Source: an optimization exercise on an open RTL-to-GDS flow (aim: small area, a short achievable clock period and few clock cycles per item). Production flows keep margins and buffers that such runs may drop.
The RTL was checked by simulation tests, not by an equivalence proof against the original design.
No activity file was given, so power comes from the tool's default toggle rates.

## lamp_display_mux
module lamp_display_mux (
    input  wire        clk,
    input  wire        rst,
    input  wire        cmd_valid,
    output wire        cmd_ready,
    input  wire [63:0] cmd,
    output reg         rsp_valid,
    output wire [31:0] rsp,
    input  wire        step_valid,
    output wire        step_ready,
    output reg         step_done,
    output wire [7:0]  lamp_strobe,
    output reg  [7:0]  lamp_data,
    output wire [7:0]  disp_strobe,
    output reg  [7:0]  disp_data_a,
    output reg  [7:0]  disp_data_b
);
    localparam [7:0] OP_UPDATE    = 8'h3F;
    localparam [7:0] OP_LAMPSET   = 8'h40;
    localparam [7:0] OP_LAMPOFF   = 8'h41;
    localparam [7:0] OP_DISPVAL   = 8'h48;
    localparam [7:0] OP_DISPBLANK = 8'h49;
    localparam [7:0] OP_DISPGETB  = 8'h4A;
    localparam R1 = 2;
    localparam RB = 4;
    localparam TW = 30 - R1;         
    localparam NS = 1 + TW / RB;
    integer i, j;
    reg [63:0]  lamp_on;
    reg [63:0]  lamp_dim1;
    reg [63:0]  lamp_dim2;
    reg [511:0] lamp_fp;         
    reg [2:0]   lamp_bank;
    reg         dimc1;
    reg [1:0]   dimc2;
    reg [95:0]  dig_main;        
    reg [15:0]  dig_aux;         
    reg [23:0]  blank_main;      
    reg [3:0]   blank_aux;       
    reg [3:0]   disp_slot;
    reg         st_dv;           
    reg         st_upd;          
    wire        step_blocked;
    wire        cmd_blocked;
    assign step_ready = !st_dv && !step_blocked;
    assign cmd_ready  = !st_dv && !step_valid && !cmd_blocked;
    wire acc_step = step_valid && step_ready;
    wire acc_cmd  = cmd_valid && cmd_ready;
    wire [7:0]  op    = cmd[63:56];
  ...
For scale: about 1200 flip-flops, about 140 I/O pins, about 0.073 sq mm of cells after synthesis.
export LEC_CHECK = 0
export ABC_AREA = 1
export CAP_MARGIN = 20
export CORE_MARGIN = 2
export CORE_UTILIZATION = 40
export PLACE_DENSITY = 0.6
export SETUP_SLACK_MARGIN = 3.6
export SLEW_MARGIN = 20
create_clock -name core_clock -period 8.0 [get_ports {clk}]
run.sh (not shown) runs the stock make flow with config.mk's settings and CLKGATE_MAP_FILE= SYNTH_SCRIPT=/design/flow/synth_recipe.tcl, a recipe that flattens the netlist after the stock synthesis.
Testbench counts at the start, summed over its fixed seeds: cycles 6,035, items 3,200.
Rerun with:
--- a/flow/config.mk
+++ b/flow/config.mk
@@ -8,2 +8,3 @@
 export ABC_AREA = 1
+export ABC_CLOCK_PERIOD_IN_PS = 5000
 export CAP_MARGIN = 20
@@ -12,3 +13,3 @@
 export PLACE_DENSITY = 0.6
-export SETUP_SLACK_MARGIN = 3.6
+export SETUP_SLACK_MARGIN = 3.2
 export SLEW_MARGIN = 20
Effect:
- The new run completed with no timing, DRC or antenna violations
- critical path depth climbs by 9
- setup slack got worse by 0.083 ns
- maximum frequency falls by 1.7%
- hold slack hardly moves
- combinational power fell by 22%
- power drops by 9.2%
- sequential share of layout area came out higher by 2.5 points
- design area came out lower by 6.8%
- synthesized cell count stays the same
- wire length goes down by 8.2%
Rerun with:
--- a/flow/config.mk
+++ b/flow/config.mk
@@ -8,7 +8,6 @@
 export ABC_AREA = 1
-export ABC_CLOCK_PERIOD_IN_PS = 5000
 export CAP_MARGIN = 20
 export CORE_MARGIN = 2
-export CORE_UTILIZATION = 40
-export PLACE_DENSITY = 0.6
+export CORE_UTILIZATION = 48
+export PLACE_DENSITY = 0.65
 export SETUP_SLACK_MARGIN = 3.2
=> The new run passed the timing, design-rule and antenna checks; final area stays flat; maximum frequency came out lower by 0.70%; critical path depth came out lower by 14.
Rerun with:
--- a/flow/config.mk
+++ b/flow/config.mk
@@ -10,4 +10,4 @@
 export CORE_MARGIN = 2
-export CORE_UTILIZATION = 48
-export PLACE_DENSITY = 0.65
+export CORE_UTILIZATION = 40
+export PLACE_DENSITY = 0.6
 export SETUP_SLACK_MARGIN = 3.2
Worst setup slack gets better by 0.035 ns.
Design area stays flat.
Routed wire length is about the same.
Maximum frequency came out higher by 0.71%.
Total power came out higher by 0.47%.
Core utilization came out lower by 9.3 points.

-- re-timing with driven ports --
The results above use ideal ports. As a check the final layouts listed here were re-extracted and re-timed, cells and wires unchanged. Step 1, drivers: a clkbuf_16 drives clk and a buf_2 each remaining input, both assumed. Step 2 times the ports against the registers' clock, not the clock port: input delays grow and output delays shrink by t, the midpoint of the rising clock arrivals with the driver on. Slacks: no drivers / after step 1 / after step 2; pairs: no drivers / after step 1.
| run | t (ns) | slack for setup (ns) | pins driven straight from the clock port |
|---|---|---|---|
| the first run | 0.875 | 3.190 / 3.190 / 2.466 | 1 |
| the second run | 0.873 | 3.106 / 3.106 / 2.467 | 1 |
| the third run | 0.855 | 3.072 / 3.074 / 2.268 | 1 |
| the fourth run | 0.873 | 3.106 / 3.106 / 2.467 | 1 |
After both steps setup and hold are still met in every run listed. The setup slack of the third run, which loses most, moves by +0.002 ns with the drivers and by -0.804 ns with both steps.
